From an optimization exercise on the open Yosys and OpenROAD flow, aimed at small area, a short achievable clock period and few clock cycles per item; shortcuts taken in it are not production practice.
RTL that was checked went through simulation tests only; none was proved equivalent to the original.
No activity file was given, so power comes from the tool's default toggle rates.

==> run E: inputs <==
Design rpa_pkt, start of the top module:
module rpa_pkt #(
    parameter N = 128,     
    parameter B = 5000     
) (
    input             clk,
    input             rst,
    input             p_req_valid,
    output            p_req_ready,
    input      [31:0] p_req_data,
    output reg        p_rsp_valid,
    output reg [2:0]  p_rsp_status,
    input             c_req_valid,
    output reg        c_req_ready,
    input      [31:0] c_req_data,
    output reg        c_rsp_valid,
    output reg [2:0]  c_rsp_status,
    output reg        tx_enable,
    input             tx_ready,
    output            tx_send,
    output reg [7:0]  tx_data,
    input             tx_complete,
    input             rx_avail,
    output            rx_take,
    input      [7:0]  rx_data,
    input      [7:0]  ts_in
);
clock: 10.0 ns
lec_check: 0
abc_clock_period_in_ps: 4000
cap_margin: 20
core_margin: 2
core_utilization: 60
cts_buf_list: sky130_fd_sc_hd__clkbuf_16
cts_cluster_diameter: 80
cts_cluster_size: 30
slew_margin: 20
synth_hierarchical: 1
synth_memory_max_bits: 8192
synth_minimum_keep_size: 0
standard.sh (not shown) runs the stock make flow with config.mk's settings and CLKGATE_MAP_FILE= SYNTH_SCRIPT=/design/flow/synth_recipe.tcl, a recipe that flattens the netlist after the stock synthesis.
==> flow/flow/run.sh <==
#!/bin/bash
# Standard synthesis unchanged, then the standard layout with a larger
# setup slack margin for the timing repair after CTS and global routing.
set -euo pipefail
MARGIN=${MARGIN:-5.6}
bash standard.sh synth > synth.log 2>&1
sed "s/CLKGATE_MAP_FILE= /CLKGATE_MAP_FILE= SETUP_SLACK_MARGIN=$MARGIN /" standard.sh > standard_margin.sh
bash standard_margin.sh finish > layout.log 2>&1
==> run C: changes against run E <==
--- a/flow/design.v
+++ b/flow/design.v
@@ -84,32 +84,16 @@
     input        taken,       
     input  [7:0] byte_in,
     output       cmd_start,   
     output       cmd_reset    
 );
     assign cmd_start = taken && (byte_in == 8'h53);
     assign cmd_reset = taken && (byte_in == 8'h52);
 endmodule
-module rpa_txgate (
-    input  tx_ready,
-    input  tx_complete,
-    input  rx_avail,
-    input  fl_sendc,     
-    input  fl_cpop_i,    
-    input  fl_cpop_c,    
-    input  fl_cpoll_i,   
-    input  fl_cpoll_c,   
-    input  fl_ppoll,     
-    output tx_send,
-    output rx_take
-);
-    assign tx_send = tx_ready && (fl_sendc || (!rx_avail && (fl_cpop_i || (fl_cpop_c && tx_complete))));
-    assign rx_take = fl_ppoll || fl_cpoll_i || (fl_cpoll_c && tx_complete);
-endmodule
 module rpa_pkt #(
     parameter N = 128,     
     parameter B = 5000     
 ) (
     input             clk,
     input             rst,
     input             p_req_valid,
     output            p_req_ready,
@@ -179,34 +163,21 @@
     reg          fl_cpop_i;       
     reg          fl_cpop_c;       
     reg          fl_chkpop;       
     reg          fl_ppoll;        
     reg          p_rdy;           
     reg          p_inpush;        
     wire c_poll  = fl_cpoll_i || (fl_cpoll_c && tx_complete);
     wire p_poll  = fl_ppoll && !c_poll;
-    wire rx_take_i = c_poll || fl_ppoll;
-    wire taken   = rx_take_i && rx_avail;
+    assign rx_take = c_poll || fl_ppoll;
+    wire taken   = rx_take && rx_avail;
     wire pop_imm = (fl_cpop_i || (fl_cpop_c && tx_complete)) && !rx_avail;
     wire pop     = pop_imm || fl_chkpop;
-    wire tx_send_i = tx_ready && (fl_sendc || pop_imm);
-    rpa_txgate u_txg (
-        .tx_ready    (tx_ready),
-        .tx_complete (tx_complete),
-        .rx_avail    (rx_avail),
-        .fl_sendc    (fl_sendc),
-        .fl_cpop_i   (fl_cpop_i),
-        .fl_cpop_c   (fl_cpop_c),
-        .fl_cpoll_i  (fl_cpoll_i),
-        .fl_cpoll_c  (fl_cpoll_c),
-        .fl_ppoll    (fl_ppoll),
-        .tx_send     (tx_send),
-        .rx_take     (rx_take)
-    );
+    assign tx_send = tx_ready && (fl_sendc || pop_imm);
     wire cmd_start;
     wire cmd_reset;
     rpa_cmd_gate u_gate (
         .taken     (taken),
         .byte_in   (rx_data),
         .cmd_start (cmd_start),
         .cmd_reset (cmd_reset)
     );
@@ -243,18 +214,18 @@
         .push_rec  (push_rec),
         .wr_ok     (ring_wr_ok),
         .fetch_req (fetch_req),
         .fetch     (fetch),
         .rd_rec    (rd_rec)
     );
     wire [2:0] idx_start = (wc == 2'b00) ? 3'd3 : (wc == 2'b01) ? 3'd2 : 3'd0;
     wire [2:0] idx_tx = fl_send ? idx : idx_start;
-    wire rel_early   = tx_send_i && (idx_tx == 3'd3);
-    wire last_sent   = tx_send_i && fl_last;
+    wire rel_early   = tx_send && (idx_tx == 3'd3);
+    wire last_sent   = tx_send && fl_last;
     wire timeout     = fl_send && !tx_ready && (budget == B - 1);
     wire release_cur = rel_early || (timeout && !fl_last);
     wire keep_cur    = (fl_send || pop) && !release_cur && !fl_last;
     reg          init_n, gate_n;
     reg [1:0]    wc_n;
     reg [CW-1:0] used_n;
     reg          used_z_n;
     reg          f0_n, f1_n, cur_n;
@@ -311,17 +282,17 @@
         end
         cur_n = release_cur ? !cur : cur;
         c_state_n      = c_state;
         c_mode_buf_n   = c_mode_buf;
         c_first_n      = c_first;
         c_rsp_valid_n  = 1'b0;
         c_rsp_status_n = c_rsp_status;
         idx_n          = idx;
-        if (tx_send_i)
+        if (tx_send)
             idx_n = idx_tx + 3'd1;
         else if (pop)
             idx_n = idx_start;
         case (c_state)
             C_IDLE: begin
                 if (c_req_fire) begin
                     if (c_opc == OPC_INIT) begin
                         c_rsp_valid_n  = 1'b1;
@@ -515,17 +486,17 @@
             used         <= used_n;
             tx_enable    <= init_req;
             do_init      <= init_req;
             if (init_req) init_wc <= p_init_req ? p_req_data[5:4] : c_req_data[5:4];
             f0           <= f0_n;
             f1           <= f1_n;
             cur          <= cur_n;
             idx          <= idx_n;
-            if (pop || tx_send_i)
+            if (pop || tx_send)
                 budget <= {BW{1'b0}};
             else if (fl_send && !tx_ready)
                 budget <= budget + 1'b1;
             c_state      <= c_state_n;
             c_mode_buf   <= c_mode_buf_n;
             c_first      <= c_first_n;
             c_rsp_valid  <= c_rsp_valid_n;
             c_rsp_status <= c_rsp_status_n;
@@ -539,20 +510,20 @@
             end else if (p_state != P_IDLE && p_req_fire) begin
                 p_rem <= p_rem - 16'd1;
             end
             p_status     <= p_status_n;
             p_rsp_valid  <= p_rsp_valid_n;
             p_rsp_status <= p_rsp_status_n;
             p_rdy        <= (p_state_n == P_IDLE) || (p_state_n == P_DRAIN);
             p_inpush     <= (p_state_n == P_PUSH);
-            fl_last <= rel_early || (fl_last && !tx_send_i && !timeout);
+            fl_last <= rel_early || (fl_last && !tx_send && !timeout);
             if (rel_early)
                 tx_data <= cur ? e1[39:32] : e0[39:32];
-            else if (fl_last && !tx_send_i)
+            else if (fl_last && !tx_send)
                 tx_data <= tx_data;
             else if (c_state_n == C_SEND)
                 tx_data <= (cur_n ? e1_n : e0_n) >> (8 * idx_n);
             else
                 tx_data <= (cur_n ? e1_n : e0_n) >> (8 * idx_start);
             fl_send    <= (c_state_n == C_SEND);
             fl_sendc   <= (c_state_n == C_SEND) ||
                           ((c_state_n == C_CHK) && gate_n && !used_z_n && !(c_first_n && c_mode_buf_n) && cur_full_n);
CORE_UTILIZATION = 70   (was 60)
SYNTH_HIERARCHICAL = default   (was 1)
SYNTH_MINIMUM_KEEP_SIZE = default   (was 0)
==> run D: changes against run E <==
--- a/flow/design.v
+++ b/flow/design.v
@@ -84,32 +84,16 @@
     input        taken,       
     input  [7:0] byte_in,
     output       cmd_start,   
     output       cmd_reset    
 );
     assign cmd_start = taken && (byte_in == 8'h53);
     assign cmd_reset = taken && (byte_in == 8'h52);
 endmodule
-module rpa_txgate (
-    input  tx_ready,
-    input  tx_complete,
-    input  rx_avail,
-    input  fl_sendc,     
-    input  fl_cpop_i,    
-    input  fl_cpop_c,    
-    input  fl_cpoll_i,   
-    input  fl_cpoll_c,   
-    input  fl_ppoll,     
-    output tx_send,
-    output rx_take
-);
-    assign tx_send = tx_ready && (fl_sendc || (!rx_avail && (fl_cpop_i || (fl_cpop_c && tx_complete))));
-    assign rx_take = fl_ppoll || fl_cpoll_i || (fl_cpoll_c && tx_complete);
-endmodule
 module rpa_pkt #(
     parameter N = 128,     
     parameter B = 5000     
 ) (
     input             clk,
     input             rst,
     input             p_req_valid,
     output            p_req_ready,
@@ -179,34 +163,21 @@
     reg          fl_cpop_i;       
     reg          fl_cpop_c;       
     reg          fl_chkpop;       
     reg          fl_ppoll;        
     reg          p_rdy;           
     reg          p_inpush;        
     wire c_poll  = fl_cpoll_i || (fl_cpoll_c && tx_complete);
     wire p_poll  = fl_ppoll && !c_poll;
-    wire rx_take_i = c_poll || fl_ppoll;
-    wire taken   = rx_take_i && rx_avail;
+    assign rx_take = c_poll || fl_ppoll;
+    wire taken   = rx_take && rx_avail;
     wire pop_imm = (fl_cpop_i || (fl_cpop_c && tx_complete)) && !rx_avail;
     wire pop     = pop_imm || fl_chkpop;
-    wire tx_send_i = tx_ready && (fl_sendc || pop_imm);
-    rpa_txgate u_txg (
-        .tx_ready    (tx_ready),
-        .tx_complete (tx_complete),
-        .rx_avail    (rx_avail),
-        .fl_sendc    (fl_sendc),
-        .fl_cpop_i   (fl_cpop_i),
-        .fl_cpop_c   (fl_cpop_c),
-        .fl_cpoll_i  (fl_cpoll_i),
-        .fl_cpoll_c  (fl_cpoll_c),
-        .fl_ppoll    (fl_ppoll),
-        .tx_send     (tx_send),
-        .rx_take     (rx_take)
-    );
+    assign tx_send = tx_ready && (fl_sendc || pop_imm);
     wire cmd_start;
     wire cmd_reset;
     rpa_cmd_gate u_gate (
         .taken     (taken),
         .byte_in   (rx_data),
         .cmd_start (cmd_start),
         .cmd_reset (cmd_reset)
     );
@@ -243,18 +214,18 @@
         .push_rec  (push_rec),
         .wr_ok     (ring_wr_ok),
         .fetch_req (fetch_req),
         .fetch     (fetch),
         .rd_rec    (rd_rec)
     );
     wire [2:0] idx_start = (wc == 2'b00) ? 3'd3 : (wc == 2'b01) ? 3'd2 : 3'd0;
     wire [2:0] idx_tx = fl_send ? idx : idx_start;
-    wire rel_early   = tx_send_i && (idx_tx == 3'd3);
-    wire last_sent   = tx_send_i && fl_last;
+    wire rel_early   = tx_send && (idx_tx == 3'd3);
+    wire last_sent   = tx_send && fl_last;
     wire timeout     = fl_send && !tx_ready && (budget == B - 1);
     wire release_cur = rel_early || (timeout && !fl_last);
     wire keep_cur    = (fl_send || pop) && !release_cur && !fl_last;
     reg          init_n, gate_n;
     reg [1:0]    wc_n;
     reg [CW-1:0] used_n;
     reg          used_z_n;
     reg          f0_n, f1_n, cur_n;
@@ -311,17 +282,17 @@
         end
         cur_n = release_cur ? !cur : cur;
         c_state_n      = c_state;
         c_mode_buf_n   = c_mode_buf;
         c_first_n      = c_first;
         c_rsp_valid_n  = 1'b0;
         c_rsp_status_n = c_rsp_status;
         idx_n          = idx;
-        if (tx_send_i)
+        if (tx_send)
             idx_n = idx_tx + 3'd1;
         else if (pop)
             idx_n = idx_start;
         case (c_state)
             C_IDLE: begin
                 if (c_req_fire) begin
                     if (c_opc == OPC_INIT) begin
                         c_rsp_valid_n  = 1'b1;
@@ -515,17 +486,17 @@
             used         <= used_n;
             tx_enable    <= init_req;
             do_init      <= init_req;
             if (init_req) init_wc <= p_init_req ? p_req_data[5:4] : c_req_data[5:4];
             f0           <= f0_n;
             f1           <= f1_n;
             cur          <= cur_n;
             idx          <= idx_n;
-            if (pop || tx_send_i)
+            if (pop || tx_send)
                 budget <= {BW{1'b0}};
             else if (fl_send && !tx_ready)
                 budget <= budget + 1'b1;
             c_state      <= c_state_n;
             c_mode_buf   <= c_mode_buf_n;
             c_first      <= c_first_n;
             c_rsp_valid  <= c_rsp_valid_n;
             c_rsp_status <= c_rsp_status_n;
@@ -539,20 +510,20 @@
             end else if (p_state != P_IDLE && p_req_fire) begin
                 p_rem <= p_rem - 16'd1;
             end
             p_status     <= p_status_n;
             p_rsp_valid  <= p_rsp_valid_n;
             p_rsp_status <= p_rsp_status_n;
             p_rdy        <= (p_state_n == P_IDLE) || (p_state_n == P_DRAIN);
             p_inpush     <= (p_state_n == P_PUSH);
-            fl_last <= rel_early || (fl_last && !tx_send_i && !timeout);
+            fl_last <= rel_early || (fl_last && !tx_send && !timeout);
             if (rel_early)
                 tx_data <= cur ? e1[39:32] : e0[39:32];
-            else if (fl_last && !tx_send_i)
+            else if (fl_last && !tx_send)
                 tx_data <= tx_data;
             else if (c_state_n == C_SEND)
                 tx_data <= (cur_n ? e1_n : e0_n) >> (8 * idx_n);
             else
                 tx_data <= (cur_n ? e1_n : e0_n) >> (8 * idx_start);
             fl_send    <= (c_state_n == C_SEND);
             fl_sendc   <= (c_state_n == C_SEND) ||
                           ((c_state_n == C_CHK) && gate_n && !used_z_n && !(c_first_n && c_mode_buf_n) && cur_full_n);
==> flow/flow/run.sh (replaced) <==
#!/bin/bash
# Standard synthesis unchanged, then the standard layout with a larger
# setup slack margin for the timing repair after CTS and global routing
# and gate sizing not limited to the same cell footprint.
set -euo pipefail
MARGIN=${MARGIN:-5.6}
bash standard.sh synth > synth.log 2>&1
sed "s/CLKGATE_MAP_FILE= /CLKGATE_MAP_FILE= SETUP_SLACK_MARGIN=$MARGIN /" standard.sh > standard_margin.sh
bash standard_margin.sh finish > layout.log 2>&1
SYNTH_HIERARCHICAL = default   (was 1)
SYNTH_MINIMUM_KEEP_SIZE = default   (was 0)
==> summary of the runs <==
Run C passed the timing, DRC and antenna checks. Run E finished clean. Run D went through all stages and came out clean. Final cell count: run C < run E < run D. Critical path depth: run C is higher than run E (1). Between run E and run D, the lower synthesized cell count is in run E (gap 2.3%, measured against run D). Between run C and run E, the lower sequential share of layout area is in run E (gap 0.54 points). Setup slack: run D > run C > run E. First-iteration DRC count, highest first: run C, run D, run E. Global-route usage, highest first: run C, run D, run E. In run E the area after synthesis is larger than in run D, by about 0.7%. Against run D, the count of clock-buffer cells in the layout of run C is lower by 2. The lowest via count belongs to run E, the highest to run C.
==> figures <==
quantity                                                                       run C                 run D               run E
Status                                              no timing/DRC/antenna violations  no timing/DRC/antenna violations  no timing/DRC/antenna violations
Worst rel slew slack                                                           28.0%                 16.1%               30.2%
Top Usage Layer GRT                                                             met2                  met1                met2
Met3 GRT Util                                                                  3.53%                 2.74%               2.96%
Die ar.                                                                  0.168 sq mm           0.196 sq mm         0.198 sq mm
Xor and xnor fraction of the mapped netlist area                              0.220%                0.220%              0.218%
Terminating pin of the worst hold path                           u_ring.sl[108].q[4]  u_ring.sl[108].q[10]  u_ring.sl[76].q[6]
Post-synthesis instance total                                                   6996                  6996                6835
Insertion delay of the later-clocked pin in the worst-skew pair               860 ps                870 ps              860 ps
Clock period minus worst slack                                               4680 ps               4680 ps             4710 ps
Clock-cell share of area                                                       4.15%                 4.23%               4.31%
Inverter count of the layout excluding clock inverters                            53                    53                  51
Die width                                                                410 microns           443 microns         444 microns
Syn_nets                                                                        7131                  7131                6969
Mean area per synthesized cell                                            16.5 sq um            16.5 sq um          17.0 sq um
Part of the power in registers                                                 68.7%                 68.5%               68.6%
Placed cell count                                                               9167                  9503                9290
Hold_ws                                                                       306 ps                317 ps              312 ps
Smallest setup slack after layout                                            5320 ps               5320 ps             5290 ps
Met1 Routed Length                                                     93700 microns         94800 microns       89000 microns
Cell depth of the worst setup path                                                 5                     5                   4
Testbench counts of run C, summed over its fixed seeds: cycles 13,955, items 1,920.
Testbench counts of run D, summed over its fixed seeds: cycles 13,955, items 1,920.
Function not checked in run E: the RTL went through the layout flow alone.

[static timing again, ports no longer ideal]
In the flow no input, the clock included, has a driving cell. The finished layouts below were timed again as built, in two steps.
Step 1 sets driving cells, clkbuf_16 on the clock port and buf_2 on the other inputs (assumed; they add their load-dependent delay and slew).
Step 2 times the ports against the registers' clock, not the clock port: input delays grow and output delays shrink by t, the midpoint of the rising clock arrivals with the driver on.
a / b / c = no drivers / after step 1 / after step 2; a / b = the first two.
run | t (ns) | setup slack, ns | worst register clock-pin slew, ns | worst slew at a driven data input, ns
run E | 0.930 | 5.285 / 5.120 / 4.741 | 0.12 / 0.12 | 0.26
run C | 0.920 | 5.316 / 5.243 / 4.804 | 0.11 / 0.11 | 0.23
run D | 0.927 | 5.322 / 5.259 / 4.744 | 0.11 / 0.11 | 0.09
After both steps setup and hold are still met in every run listed. The setup slack of run D, which loses most, moves by -0.063 ns with the drivers and by -0.578 ns with both steps.
